Context: an optimization exercise on an open-source flow, tuned for small area, a short achievable clock period and few clock cycles per item. The choices shown serve that exercise and are no tape-out recipe.
Only the layout flow was run in this run; the RTL was not checked for function there.
No activity file was given, so power comes from the tool's default toggle rates.

**design/flow/design.v**
```verilog
module anim_stream_decoder #(
    parameter NPIX = 4096
) (
    input  wire       clk,
    input  wire       rst,
    input  wire       in_valid,
    output wire       in_ready,
    input  wire [7:0] in_data,
    input  wire       in_last,
    output wire       o_valid,
    input  wire       o_ready,
    output wire [1:0] o_kind,     
    output wire [7:0] o_data,
    output wire       o_keep      
);
    localparam PW = $clog2(NPIX + 1);
    localparam K_HDR = 2'd0;
    localparam K_PAL = 2'd1;
    localparam K_PIX = 2'd2;
    localparam K_END = 2'd3;
    localparam E_OK        = 3'd0;
    localparam E_CONFIG    = 3'd1;
    localparam E_TRUNCATED = 3'd2;
    localparam E_FRAMING   = 3'd3;
    localparam E_TRAILING  = 3'd4;
    localparam S_HDR  = 4'd0;    
    localparam S_PAL  = 4'd1;    
    localparam S_LIT  = 4'd2;    
    localparam S_RHDR = 4'd3;    
    localparam S_SAME = 4'd4;    
    localparam S_DIFF = 4'd5;    
    localparam S_FEND = 4'd6;    
    localparam S_DISC = 4'd7;    
    localparam S_END  = 4'd8;    
    localparam [PW-1:0] LIT0  = (NPIX > 128) ? 128 : NPIX;
    localparam [PW-1:0] NPIXW = NPIX;
    reg [3:0]    state;
    reg [7:0]    q0, q1, q2;
    reg [1:0]    nq;
    reg [2:0]    off;
    reg          last_seen;     
    reg          rdy;
    reg [1:0]    hdr_idx;
    reg [7:0]    frames;        
    reg          iv_zero;
    reg [2:0]    bpp;
    reg [PW-1:0] rem;           
    reg [7:0]    run_left;      
    reg [2:0]    err;
    reg          ov;
    reg [1:0]    okind;
    reg [7:0]    odata;
    reg          okeep;
    assign o_valid  = ov;
    assign o_kind   = okind;
    assign o_data   = odata;
    assign o_keep   = okeep;
    assign in_ready = rdy;
    wire slot_free = !ov || o_ready;
    wire take      = in_valid && rdy;
    wire [15:0] win = {q1, q0} >> off;
    wire [7:0]  f8  = win[7:0];
    wire [7:0]  pmask = 8'hff >> (4'd8 - {1'b0, bpp});
    wire [7:0]  pix = f8 & pmask;
    wire [3:0] offb  = {1'b0, off} + {1'b0, bpp};
    wire       av8   = nq[1] || (nq[0] && off == 3'd0);
    wire       avb   = nq[1] || (nq[0] && (!offb[3] || offb[2:0] == 3'd0));
    wire [6:0] rlen   = f8[7:1];
    wire [7:0] rn     = (rlen == 7'd0) ? 8'd128 : {1'b0, rlen};
    wire       rframe = {{(PW-8){1'b0}}, rn} > rem;
    wire [PW-1:0] rem_hdr = rem - {{(PW-8){1'b0}}, rn};
    wire run_last = (run_left == 8'd1);
    wire frm_last = (rem == {PW{1'b0}});
    wire [3:0] s_after_err = last_seen ? S_END : S_DISC;
    reg [3:0] nstate;
    reg       pop;
    reg       cons_b;
    reg       clr;
    always @(*) begin
        pop    = 1'b0;
        cons_b = 1'b0;
        clr    = 1'b0;
        case (state)
            S_HDR, S_PAL: pop = av8 && slot_free;
            S_LIT, S_DIFF: begin
                cons_b = avb && slot_free;
                pop    = cons_b && offb[3];
            end
            S_RHDR: pop = av8;
            S_SAME: pop = slot_free && run_last && !frm_last && av8;
            S_FEND: pop = (off != 3'd0);
            S_DISC, S_END: clr = 1'b1;
            default: ;
        endcase
    end
    wire [1:0] nq_pop = nq - {1'b0, pop};
    wire [1:0] nq_nxt = clr ? 2'd0 : nq_pop + {1'b0, take};
    wire       ls_nxt = (state == S_END && slot_free) ? 1'b0 :
                        take ? in_last : last_seen;
    always @(posedge clk) begin
        if (rst) begin
            state     <= S_HDR;
            nq        <= 2'd0;
            off       <= 3'd0;
            last_seen <= 1'b0;
            rdy       <= 1'b1;
            hdr_idx   <= 2'd0;
            ov        <= 1'b0;
        end else begin
            if (ov && o_ready)
                ov <= 1'b0;
            if (pop) begin
                q0 <= q1;
                q1 <= q2;
            end
            if (take) begin
                case (nq_pop)
                    2'd0: q0 <= in_data;
                    2'd1: q1 <= in_data;
                    default: q2 <= in_data;
                endcase
                last_seen <= in_last;
            end
            nq  <= nq_nxt;
            if (cons_b)
                off <= offb[2:0];
            case (state)
                S_HDR: begin
                    if (av8 && slot_free) begin
                        ov      <= 1'b1;
                        okind   <= K_HDR;
                        odata   <= f8;
                        okeep   <= 1'b0;
                        hdr_idx <= hdr_idx + 2'd1;
                        case (hdr_idx)
                            2'd0: frames  <= f8;
                            2'd1: iv_zero <= (f8 == 8'd0);
                            default: begin
                                bpp <= f8[2:0];
                                rem <= ({{(PW-2){1'b0}}, 2'd3} << f8[2:0]) - 1'b1;
                                if (frames == 8'd0 || iv_zero || f8 == 8'd0 || f8 >= 8'd8) begin
                                    err   <= E_CONFIG;
                                    state <= s_after_err;
                                end else begin
                                    state <= S_PAL;
                                end
                            end
                        endcase
                    end else if (!av8 && last_seen) begin
                        err   <= E_TRUNCATED;
                        state <= S_END;
                    end
                end
                S_PAL: begin
                    if (av8 && slot_free) begin
                        ov    <= 1'b1;
                        okind <= K_PAL;
                        odata <= f8;
                        okeep <= 1'b0;
                        rem   <= rem - 1'b1;
                        if (frm_last) begin
                            run_left <= LIT0[7:0];
                            rem      <= NPIXW - LIT0;
                            state    <= S_LIT;
                        end
                    end else if (!av8 && last_seen) begin
                        err   <= E_TRUNCATED;
                        state <= S_END;
                    end
                end
                S_LIT, S_DIFF: begin
                    if (avb && slot_free) begin
                        ov       <= 1'b1;
                        okind    <= K_PIX;
                        odata    <= pix;
                        okeep    <= 1'b0;
                        run_left <= run_left - 8'd1;
                        if (run_last) begin
                            if (frm_last) begin
                                state <= S_FEND;
                            end else if (state == S_LIT) begin
                                if (rem >= 128) begin
                                    run_left <= 8'd128;
                                    rem      <= rem - 8'd128;
                                end else begin
                                    run_left <= rem[7:0];
                                    rem      <= {PW{1'b0}};
                                end
                            end else begin
                                state <= S_RHDR;
                            end
                        end
                    end else if (!avb && last_seen) begin
                        err   <= E_TRUNCATED;
                        state <= S_END;
                    end
                end
                S_RHDR: begin
                    if (av8) begin
                        run_left <= rn;
                        rem      <= rem_hdr;
                        if (rframe) begin
                            err   <= E_FRAMING;
                            state <= s_after_err;
                        end else begin
                            state <= f8[0] ? S_DIFF : S_SAME;
                        end
                    end else if (last_seen) begin
                        err   <= E_TRUNCATED;
                        state <= S_END;
                    end
                end
                S_SAME: begin
                    if (slot_free) begin
                        ov       <= 1'b1;
                        okind    <= K_PIX;
                        odata    <= 8'd0;
                        okeep    <= 1'b1;
                        run_left <= run_left - 8'd1;
                        if (run_last) begin
                            if (frm_last) begin
                                state <= S_FEND;
                            end else if (av8) begin
                                run_left <= rn;
                                rem      <= rem_hdr;
                                if (rframe) begin
                                    err   <= E_FRAMING;
                                    state <= s_after_err;
                                end else begin
                                    state <= f8[0] ? S_DIFF : S_SAME;
                                end
                            end else begin
                                state <= S_RHDR;
                            end
                        end
                    end
                end
                S_FEND: begin
                    off    <= 3'd0;
                    frames <= frames - 8'd1;
                    rem    <= NPIXW;
                    if (frames == 8'd1) begin
                        if (last_seen && nq_pop == 2'd0) begin
                            err   <= E_OK;
                            state <= S_END;
                        end else begin
                            err   <= E_TRAILING;
                            state <= s_after_err;
                        end
                    end else begin
                        state <= S_RHDR;
                    end
                end
                S_DISC: begin
                    off <= 3'd0;
                    if (last_seen)
                        state <= S_END;
                end
                S_END: begin
                    off <= 3'd0;
                    if (slot_free) begin
                        ov        <= 1'b1;
                        okind     <= K_END;
                        odata     <= {5'd0, err};
                        okeep     <= 1'b0;
                        state     <= S_HDR;
                        last_seen <= 1'b0;
                        hdr_idx   <= 2'd0;
                    end
                end
                default: state <= S_HDR;
            endcase
            rdy <= !ls_nxt && (nq_nxt != 2'd3);
        end
    end
endmodule
```
**design/flow/run.sh**
```bash
#!/bin/bash
# synth_recipe.tcl (not shown) runs the flow's synth.tcl, then flattens the netlist and writes it again
# the make line also repeats each setting of config.mk as NAME=value (left out here)
make -C /OpenROAD-flow-scripts/flow DESIGN_CONFIG=/design/flow/config.mk WORK_HOME=/design/flow/orfs CLKGATE_MAP_FILE= SYNTH_SCRIPT=/design/flow/synth_recipe.tcl finish
```
**design/flow/config.mk**
```make
export PLATFORM = sky130hd
export DESIGN_NAME = anim_stream_decoder
export DESIGN_NICKNAME = anim_stream_decoder
export VERILOG_FILES = /design/flow/design.v
export SDC_FILE = /design/flow/constraint.sdc
export NUM_CORES = 4
export LEC_CHECK = 0
export CAP_MARGIN = 20
export CORE_MARGIN = 2
export CORE_UTILIZATION = 40
export SETUP_SLACK_MARGIN = 3.0
export SLEW_MARGIN = 20
```
**design/flow/constraint.sdc**
```tcl
create_clock -name core_clock -period 5.5 [get_ports {clk}]
set_input_delay 1.1000 -clock core_clock [delete_from_list [all_inputs] [get_ports {clk}]]
set_output_delay 1.1000 -clock core_clock [all_outputs]
set_load 0.01 [all_outputs]
```
==> impl_metrics.yaml <==
sta:
  setup_viol: 0
  max-slew-margin-rel_pct: 49.7
  hold_viol: 0
  fin_ws_ns: 2.15
  setup_tns_ns: 0
  post-route-min-period_ns: 3.35
  max_slew.worst_pin.slew_ns: 0.749
  fin_crit_sh_pct: 60.9
  grt_setup_unrepaired: "yes"
  hold_ws_ns: 0.479
  finClkSkew_ns: 0.0120
  maxSlewViolCount: 0
  timing.fmax_ghz: 0.298
pwr:
  p_switching_mw: 2.87
  internal-power_mw: 3.33
  seqPwrFrac_pct: 21.5
  p_sw_share_pct: 46.3
  p_comb_share_pct: 68.1
  clockPowerShare_pct: 10.4
  ir_drop_mv: 0.282
  cellLeakagePower_nw: 3.33
  power_density_nw_per_um2: 692
route:
  wl_per_cell_um: 21.1
  drtPass1Iterations: 5
  drt_iter0_drc: 562
  routed_wl_um: 21800
  vias: 6264
  vias_per_cell: 6.08
  drtAntennaViolNets: 0
  drcViolationCount: 0
finish:
  nFillCells: 1347
  syn_to_final_growth_pct: 37.6
  final_area_um2: 8960
  area.sequential_um2: 2420
  final_cell_mix: "71 x edfxtp_1, 64 x nor2_1, 62 x buf_4, 60 x nand2_1, 47 x a21oi_1"
  nets: 855
  final_common_cell: "edfxtp_1"
  diodes: 0
  final_util_pct: 56.4
  layout-drive-gt1-share_pct: 33.7
  multi_input_area_um2: 4660
place:
  place_ws_ns: 1.30
  gp_congestion: 0.971
  dpl-instance-area_um2: 7170
  port_buffers: 25
  hpwl_um: 14700
setup_path:
  arrival_ns: 3.56
  critPathMaxFanout: 5
  crit_required_ns: 5.71
  worstSetupPathType: "reg2reg"
  slowest_delay_ns: 0.52
  r2r-end: "rem[11]"
  cp-end-kind: "register"
  ff2ff_path_depth: 14
  critPathMostFrequentCell: "buf_6"
  path_cells: "buf_8 -> buf_6 -> mux4_2 -> mux2i_4 -> buf_6 -> buf_6 -> ha_4 -> o211ai_1 -> a21oi_4 -> a41oi_4 -> buf_6 -> nand3b_1 -> mux2_4 -> o22ai_2"
  r2r_start: "off[0]"
  worstSetupStartpointType: "register"
  cp_slowest_cell: "mux4_2"
  ff2ff_setup_slack_ns: 2.15
hold_path:
  hold_end: "hdr_idx[1]"
  hold_start: "hdr_idx[1]"
  hold_path_class: "reg2reg"
  holdPathStages: 2
yosys:
  syn_area_per_cell_um2: 9.05
  synth_edf_count: 71
  synth.distinct_cells: 79
  ys_async_sr_fraction_pct: 0
  synth.net_count: 766
  synth_ff_type: "edfxtp_1"
  synth_seq_cells: 85
  yosysSeqAreaShare_pct: 37.0
  mappedNetlistArea_um2: 6510
  yosysWarnings: 1
  syn_inst: 720
die:
  die_w_um: 132
  fp-row-count: 46
  start_util_pct: 41.0
  die_y_um: 132
  pin_count: 26
  dieArea_um2: 17300
  core_um2: 15900
grt:
  grt_max_degree: 21
  antenna_found_initial: 0
  grt_pass1_wl_um: 33700
  grtUsageTotal_pct: 24.8
  grt_pass1_vias: 6000
  grt_overflow: 0
clocking:
  clk_pin_slew_worst_paths_ns: 0.08
  cts_tree: "built"
  clkLatencyLatePin_ns: 0.36
  root_buffer: "clkbuf_16"
  ctsHtreeMaxLevel: 3
  cts_buffers: 9
  clkSinkCount: 85
  cts_buffer_depth: 2
flow_run:
  maxCapViolCount: 0
run_status:
  outcome: "finished clean"
-- critical path: cells and delay by family, from the launching register on --
family | cells | cell delay, ns
and+or+nand+nor | 1 | 0.11
DFF | 1 | 0.38
buffers and inverters | 5 | 0.61
AOI/OAI and AO/OA | 4 | 0.83
muxes | 3 | 1.06
adders and majority gates | 1 | 0.20
-- logic make-up after synthesis --
kind of cell | Yosys count | share of synthesized area [%]
xor gates and xnor gates | 32 | 4.30
and+or+nand+nor | 252 | 18.6
adders and majority gates | 33 | 6.57
DFF | 85 | 37.0
AOI/OAI and AO/OA | 198 | 19.8
buffers and inverters | 76 | 5.59
muxes | 44 | 8.11
-- registers in the layout (all words and copies together) (netlist names) --
signal / cells
iv_zero: 1
off: 3
rem: 13
state: 4
last_seen: 1
rdy: 1
q1: 8
q0: 8
frames: 8
err: 3
q2: 8
okeep: 1
hdr_idx: 2
odata: 8
ov: 1
run_left: 8
okind: 2
nq: 2
bpp: 3
-- cell type report --
| cell class | instances | share of cell area, % |
|---|---|---|
| multi-input combinational | 560 | 52.0 |
| sequential | 85 | 27.0 |
| timing repair buffer | 116 | 12.6 |
| tap | 216 | 3.02 |
| clock buffer | 9 | 2.51 |
| inverter | 36 | 1.74 |
| clock inverter | 7 | 0.963 |
| timing repair inverter | 1 | 0.0558 |
-- cells in the mapped netlist (all sizes together) (8+ instances only) --
master	number	share of area (%)
a211oi	9	1.0
a21oi	62	4.8
and2	9	0.86
buf	13	1.7
clkbuf	26	1.7
dfxtp	14	4.3
edfxtp	71	33
ha	31	6.0
inv	35	2.0
mux2i	31	4.8
nand2	78	4.5
nand2b	8	0.77
nand3	16	1.3
nor2	77	4.5
nor2b	8	0.77
nor3	20	1.5
o211ai	9	1.0
o21ai	41	3.2
o221ai	10	1.3
xnor2	16	2.2
xor2	16	2.2
-- stage by stage --
stage	power [mW]	cells
floorplan	3.61	720
global placement	4.30	928
detailed placement	4.37	928
CTS	5.73	1004
global route	6.52	1030
finish	6.20	1030
-- power groups by stage --
stage	Clock, mW	Combinational, mW	Sequential [mW]
2_1_floorplan	0	2.37	1.24
3_3_place_gp	0	2.96	1.34
3_5_place_dp	0	3.01	1.36
4_1_cts	0.652	3.74	1.33
5_1_grt	0.673	4.49	1.36
6_report	0.643	4.22	1.33
-- timing repair --
item                                    in CTS  in global routing
cloned                                       2                  1
resized for setup                           98                 72
endpoints found under the setup margin     130                104
pin swaps                                   49                 42
buffers inserted                            58                 25
hold buffers                                 0                  0
-- per-layer routing --
metal / GRT usage, % / part of all wire, % / vias to the layer above
met3: 3.97 / 7.5 / 54
met2: 39.1 / 46 / 290
li1: - / - / 2863
met5: 0 / 0 / -
met1: 33.7 / 43 / 3057
met4: 10.7 / 3.6 / 0
-- worst max path at each step --
stage	to	slack (ns)	depth (start not counted)	from
final	rem[11]	2.15	14	off[0]
after global routing	q1[2]	2.06	16	off[0]
after CTS	q2[4]	2.17	14	bpp[0]
after detailed placement	q1[5]	1.30	11	o_ready
after global placement	q1[4]	1.40	11	o_ready
after floorplan	q2[0]	2.31	13	rem[1]

## re-timing with driven ports
Ports are ideal in the flow. The routed layout listed here was re-timed in OpenROAD.
Step 1: set_driving_cell puts a clkbuf_16 on clk and a buf_2 on each other input, an assumption about the parent block.
Step 2 times the ports against the registers' clock, not the clock port: input delays grow and output delays shrink by t, the midpoint of the rising clock arrivals with the driver on.
a / b / c = no drivers / after step 1 / after step 2; a / b = the first two.
shift t [ns]: 0.403
setup slack, ns: 2.150 / 2.150 / 1.921
worst slew at a driven data input, ns: 0.03
cell pins on the clock port's net: 1
After both steps setup and hold are still met in this run. The setup slack of this run moves by 0.000 ns with the drivers and by -0.229 ns with both steps.
